This is an optimization exercise on Yosys and OpenROAD, whose aim is small area, a short achievable clock period and few clock cycles, not a production implementation.
At most, simulation tests tie the RTL to the original design; equivalence was not proved.

==> run a: inputs <==
// u128_unit
module u128_unit (
    input  wire        clk,
    input  wire        rst,       
    input  wire        req,       
    input  wire        we,        
    input  wire [5:0]  addr,      
    input  wire [31:0] wdata,
    output wire        ready,     
    output wire [31:0] rdata      
);
    localparam integer K     = 4;            
    localparam integer NSTEP = 128 / K;
    localparam [7:0] OP_ADD   = 8'h01;
    localparam [7:0] OP_SUB   = 8'h02;
    localparam [7:0] OP_AND   = 8'h03;
    localparam [7:0] OP_OR    = 8'h04;
    localparam [7:0] OP_XOR   = 8'h05;
    localparam [7:0] OP_NOT   = 8'h06;
    localparam [7:0] OP_SHL   = 8'h07;
    localparam [7:0] OP_SHR   = 8'h08;
    localparam [7:0] OP_LZC   = 8'h09;
    localparam [7:0] OP_DSTA  = 8'h10;
    localparam [7:0] OP_DDIG  = 8'h11;
    localparam [7:0] OP_DEND  = 8'h12;
    localparam [7:0] OP_B2D   = 8'h13;
    reg [127:0] a_q, b_q, r_q, dacc_q;
    reg         dseen_q;
    reg [1:0]   derr_q;           
    reg [1:0]   err_q;            
    reg [155:0] dig_q;            
    reg [5:0]   dlen_q;
    reg         conv_q;           
    reg         norm_q;           
    reg [4:0]   step_q;           
    reg         add_q, sub_q;     
    reg         shl_q, shr_q;     
  ...
Settings: LEC_CHECK=0, ABC_AREA=1, CAP_MARGIN=20, CELL_PAD_IN_SITES_DETAIL_PLACEMENT=1, CELL_PAD_IN_SITES_GLOBAL_PLACEMENT=1, CORE_MARGIN=2, CORE_UTILIZATION=35, PLACE_DENSITY=0.45, SETUP_SLACK_MARGIN=5, SLEW_MARGIN=20; clock period 13.0 ns.
standard.sh (not shown) runs the stock make flow with config.mk's settings and CLKGATE_MAP_FILE= SYNTH_SCRIPT=/design/flow/synth_recipe.tcl, a recipe that flattens the netlist after the stock synthesis.
==> flow/flow/run.sh <==
#!/bin/bash
# The standard layout flow, with buf_4 as the port buffer cell and
# repair_timing aiming for a setup slack of 6.8 ns at the design's clock
# period; tool output goes to standard.log.
bash standard.sh "BUFFER_PORTS_ARGS=-buffer_cell sky130_fd_sc_hd__buf_4" SETUP_SLACK_MARGIN=6.8 finish > standard.log 2>&1
==> run b (differences from run a) <==
--- a/flow/design.v
+++ b/flow/design.v
@@ -36,18 +36,20 @@
     reg         shl_q, shr_q;     
     reg [6:0]   sh_q;             
     reg [31:0]  rdata_q;          
     reg [5:0]   paddr_q;          
     reg         pval_q;           
     wire busy   = conv_q | norm_q | add_q | sub_q | shl_q | shr_q;
-    wire rd_hit = pval_q & (addr == paddr_q);
-    assign ready = ~busy & (we | rd_hit);
+    wire p_eq   = (addr == paddr_q);
+    wire rd_hit = pval_q & p_eq;
+    assign ready = (we & ~busy) | (p_eq & pval_q & ~busy);
     assign rdata = rdata_q;
     wire wr      = req & we & ~busy;
-    wire rd      = req & ~we & ~busy & rd_hit;
-    wire rd_miss = req & ~we & ~busy & ~rd_hit;
+    wire rdreq   = req & ~we & ~busy;
+    wire rd      = rdreq & rd_hit;
+    wire rd_miss = rdreq & ~rd_hit;
     wire cmd_wr  = wr & (addr == 6'd12);
     wire [7:0]  op  = wdata[7:0];
     wire [7:0]  ch  = wdata[15:8];
     wire        rsv_zero = (wdata[31:16] == 16'd0);
     wire        ch_zero  = (ch == 8'd0);
     wire is_add  = (op == OP_ADD);
@@ -368,15 +370,15 @@
         oh_seq     = {oh_addr[62:0], oh_addr[63]};
         oh_seq[12] = 1'b0;
         oh_seq[13] = oh_addr[11] | oh_addr[12];
         oh_seq[15] = 1'b0;
         oh_seq[16] = oh_addr[14] | oh_addr[15];
     end
-    wire [63:0] psel = cmd_wr  ? (is_b2d ? (64'd1 << 14) : (64'd1 << 8)) :
-                       rd      ? oh_seq :
-                       rd_miss ? oh_addr : oh_hold;
+    wire [63:0] psel = cmd_wr           ? (is_b2d ? (64'd1 << 14) : (64'd1 << 8)) :
+                       (rdreq & pval_q) ? oh_seq : oh_hold;
+    wire pmatch = ~rdreq | p_eq;
     reg [31:0] pword;
     integer pj;
     always @(*) begin
         pword = 32'd0;
         for (pj = 0; pj < 32; pj = pj + 1)
             pword = pword | (wv[pj] & {32{psel[pj]}});
@@ -387,13 +389,13 @@
         rdata_q <= pword;
         if (rst) begin
             paddr_q <= 6'd0;
             pval_q  <= 1'b0;
         end else begin
             paddr_q <= pnext;
-            pval_q  <= ~hazard;
+            pval_q  <= ~hazard & pmatch;
         end
     end
     always @(posedge clk) begin
         if (rst) begin
             a_q     <= 128'd0;
             b_q     <= 128'd0;
==> flow/flow/run.sh (replaced) <==
#!/bin/bash
# The standard layout flow, with buf_4 as the port buffer cell and
# repair_timing aiming for a setup slack of 7 ns at the design's clock
# period; tool output goes to standard.log.
bash standard.sh "BUFFER_PORTS_ARGS=-buffer_cell sky130_fd_sc_hd__buf_4" SETUP_SLACK_MARGIN=7 finish > standard.log 2>&1
==> run c (differences from run a) <==
--- a/flow/design.v
+++ b/flow/design.v
@@ -93,13 +93,12 @@
     end
     wire [128:0] carry = {pg_g | (pg_p & {128{add_c}}), add_c};
     wire [127:0] sum   = add_x ^ add_y ^ carry[127:0];
     wire         cout  = carry[128];
     wire [127:0] dec_next = {sum[127:4], dec_lo[3:0]};
     wire         dec_ovf = cout | (|dacc_q[127:125]);
-    wire [127:0] dacc_v  = dacc_q | {128{derr_q == 2'd2}};
     wire shift_big = |b_q[127:7];
     reg [3:0] tt;
     always @(*) begin
         tt = 4'b0000;
         if (is_and) tt = 4'b1000;
         if (is_or)  tt = 4'b1110;
@@ -289,13 +288,13 @@
     end
     reg [127:0] r_d;
     always @(*) begin
         r_d = r_q;
         if (cmd_ok & (is_and | is_or | is_xor | is_not | is_shl | is_shr)) r_d = lu;
         if (cmd_ok & is_lzc) r_d = {120'd0, lzc};
-        if (cmd_ok & is_dend) r_d = dacc_v;
+        if (cmd_ok & is_dend) r_d = dacc_q;
         if (arith) r_d = sum;
         if (shl_q) r_d = (sh_q >= 7'd8) ? {r_q[119:0], 8'd0} : {r_q[126:0], 1'b0};
         if (shr_q) r_d = (sh_q >= 7'd8) ? {8'd0, r_q[127:8]} : {1'b0, r_q[127:1]};
         if (rst) r_d = 128'd0;
     end
     reg [5:0] dlen_d;
@@ -325,64 +324,46 @@
                   (p_r123 & r_chg) |
                   (p_dstr & (busy | (cmd_ok & is_b2d))) |
                   (p_dacc & cmd_ok & (is_dsta | is_ddig | is_dend));
     function [7:0] dchar(input integer idx);
         dchar = ({2'b00, {2{idx < dlen_q}}, 4'd0}) | {4'd0, dig_q[155 - 4*idx -: 4]};
     endfunction
-    wire [31:0] wv [0:31];
-    assign wv[0]  = a_q[127:96];
-    assign wv[1]  = a_q[95:64];
-    assign wv[2]  = a_q[63:32];
-    assign wv[3]  = a_q[31:0];
-    assign wv[4]  = b_q[127:96];
-    assign wv[5]  = b_q[95:64];
-    assign wv[6]  = b_q[63:32];
-    assign wv[7]  = b_q[31:0];
-    assign wv[8]  = r_d[127:96];
-    assign wv[9]  = r_q[95:64];
-    assign wv[10] = r_q[63:32];
-    assign wv[11] = r_q[31:0];
-    assign wv[12] = 32'd0;
-    assign wv[13] = {23'd0, dseen_q, 2'b00, derr_q, 2'b00, err_q};
-    assign wv[14] = {26'd0, dlen_d};
-    assign wv[15] = 32'd0;
-    assign wv[16] = {dchar(0),  dchar(1),  dchar(2),  dchar(3)};
-    assign wv[17] = {dchar(4),  dchar(5),  dchar(6),  dchar(7)};
-    assign wv[18] = {dchar(8),  dchar(9),  dchar(10), dchar(11)};
-    assign wv[19] = {dchar(12), dchar(13), dchar(14), dchar(15)};
-    assign wv[20] = {dchar(16), dchar(17), dchar(18), dchar(19)};
-    assign wv[21] = {dchar(20), dchar(21), dchar(22), dchar(23)};
-    assign wv[22] = {dchar(24), dchar(25), dchar(26), dchar(27)};
-    assign wv[23] = {dchar(28), dchar(29), dchar(30), dchar(31)};
-    assign wv[24] = {dchar(32), dchar(33), dchar(34), dchar(35)};
-    assign wv[25] = {dchar(36), dchar(37), dchar(38), 8'd0};
-    assign wv[26] = 32'd0;
-    assign wv[27] = 32'd0;
-    assign wv[28] = dacc_v[127:96];
-    assign wv[29] = dacc_v[95:64];
-    assign wv[30] = dacc_v[63:32];
-    assign wv[31] = dacc_v[31:0];
-    wire [63:0] oh_addr = 64'd1 << addr;
-    wire [63:0] oh_hold = 64'd1 << paddr_q;
-    reg  [63:0] oh_seq;
-    always @(*) begin
-        oh_seq     = {oh_addr[62:0], oh_addr[63]};
-        oh_seq[12] = 1'b0;
-        oh_seq[13] = oh_addr[11] | oh_addr[12];
-        oh_seq[15] = 1'b0;
-        oh_seq[16] = oh_addr[14] | oh_addr[15];
-    end
-    wire [63:0] psel = cmd_wr  ? (is_b2d ? (64'd1 << 14) : (64'd1 << 8)) :
-                       rd      ? oh_seq :
-                       rd_miss ? oh_addr : oh_hold;
     reg [31:0] pword;
-    integer pj;
     always @(*) begin
         pword = 32'd0;
-        for (pj = 0; pj < 32; pj = pj + 1)
-            pword = pword | (wv[pj] & {32{psel[pj]}});
+        case (pnext)
+            6'd0:  pword = a_q[127:96];
+            6'd1:  pword = a_q[95:64];
+            6'd2:  pword = a_q[63:32];
+            6'd3:  pword = a_q[31:0];
+            6'd4:  pword = b_q[127:96];
+            6'd5:  pword = b_q[95:64];
+            6'd6:  pword = b_q[63:32];
+            6'd7:  pword = b_q[31:0];
+            6'd8:  pword = r_d[127:96];
+            6'd9:  pword = r_q[95:64];
+            6'd10: pword = r_q[63:32];
+            6'd11: pword = r_q[31:0];
+            6'd13: pword = {23'd0, dseen_q, 2'b00, derr_q, 2'b00, err_q};
+            6'd14: pword = {26'd0, dlen_d};
+            6'd16: pword = {dchar(0),  dchar(1),  dchar(2),  dchar(3)};
+            6'd17: pword = {dchar(4),  dchar(5),  dchar(6),  dchar(7)};
+            6'd18: pword = {dchar(8),  dchar(9),  dchar(10), dchar(11)};
+            6'd19: pword = {dchar(12), dchar(13), dchar(14), dchar(15)};
+            6'd20: pword = {dchar(16), dchar(17), dchar(18), dchar(19)};
+            6'd21: pword = {dchar(20), dchar(21), dchar(22), dchar(23)};
+            6'd22: pword = {dchar(24), dchar(25), dchar(26), dchar(27)};
+            6'd23: pword = {dchar(28), dchar(29), dchar(30), dchar(31)};
+            6'd24: pword = {dchar(32), dchar(33), dchar(34), dchar(35)};
+            6'd25: pword = {dchar(36), dchar(37), dchar(38), 8'd0};
+            6'd28: pword = dacc_q[127:96];
+            6'd29: pword = dacc_q[95:64];
+            6'd30: pword = dacc_q[63:32];
+            6'd31: pword = dacc_q[31:0];
+            default: pword = 32'd0;
+        endcase
     end
     always @(posedge clk) begin
         r_q     <= r_d;
         dlen_q  <= dlen_d;
         rdata_q <= pword;
         if (rst) begin
@@ -447,18 +428,18 @@
                     dseen_q <= 1'b1;
                     if (derr_q != 2'd0) begin
                         err_q <= derr_q;
                     end else if (!is_digit) begin
                         derr_q <= 2'd1;
                         err_q  <= 2'd1;
+                    end else if (dec_ovf) begin
+                        dacc_q <= {128{1'b1}};
+                        derr_q <= 2'd2;
+                        err_q  <= 2'd2;
                     end else begin
                         dacc_q <= dec_next;
-                        if (dec_ovf) begin
-                            derr_q <= 2'd2;
-                            err_q  <= 2'd2;
-                        end
                     end
                 end
                 if (is_dend) begin
                     if (derr_q != 2'd0)
                         err_q <= derr_q;
                     else if (!dseen_q)
==> flow/flow/run.sh (replaced) <==
#!/bin/bash
# The standard layout flow, with repair_timing aiming for a setup slack
# of 6.5 ns at the design's clock period; tool output goes to standard.log.
bash standard.sh SETUP_SLACK_MARGIN=6.5 finish > standard.log 2>&1
==> flow_summary.ini <==
[power_and_ir_drop]
power_density_nw_per_um2 = 79.8

[run_status]
outcome = no timing/DRC/antenna violations

[critical_path]
crit_path_end = rdata_q[7]

[cells_and_area]
nMultiInputCombCells = 9124
[end of results for run a]
==> flow_summary.ini <==
[critical_path]
crit_path_end = rdata_q[12]
crit_path_frequent_cell = nor2_1

[run_status]
outcome = no timing/DRC/antenna violations

[cells_and_area]
nMultiInputCombCells = 8857

[power_and_ir_drop]
power_density_nw_per_um2 = 77.3
[end of results for run c]
==> flow_summary.ini <==
[timing]
period_minus_slack_ns = 6.41

[run_status]
outcome = no timing/DRC/antenna violations

[cells_and_area]
nMultiInputCombCells = 9175

[power_and_ir_drop]
power_density_nw_per_um2 = 77.8

[synth]
synth.area.mux_share = 0
[end of results for run b]
Testbench counts of run a, summed over its fixed seeds: cycles 8,305.
Testbench counts of run b, summed over its fixed seeds: cycles 8,305.
No functional check of the RTL was part of run c.

## static timing again, ports no longer ideal
Ports are ideal in the flow. The routed layouts listed here were re-timed in OpenROAD. Step 1 sets driving cells, clkbuf_16 on the clock port and buf_2 on the other inputs (assumed; they add their load-dependent delay and slew). Step 2 times the ports against the registers' clock, not the clock port: input delays grow and output delays shrink by t, the midpoint of the rising clock arrivals with the driver on. Slacks: no drivers / after step 1 / after step 2; pairs: no drivers / after step 1.
run	t (ns)	slack for setup (ns)	worst setup path at the end
run a	0.904	6.397 / 6.397 / 5.705	input to register
run b	0.905	6.591 / 6.499 / 5.709	input to register
run c	0.928	6.306 / 6.253 / 5.325	input to register
After both steps every run listed still meets setup and hold. The setup slack of run c, which loses most, moves by -0.053 ns with the drivers and by -0.981 ns with both steps.
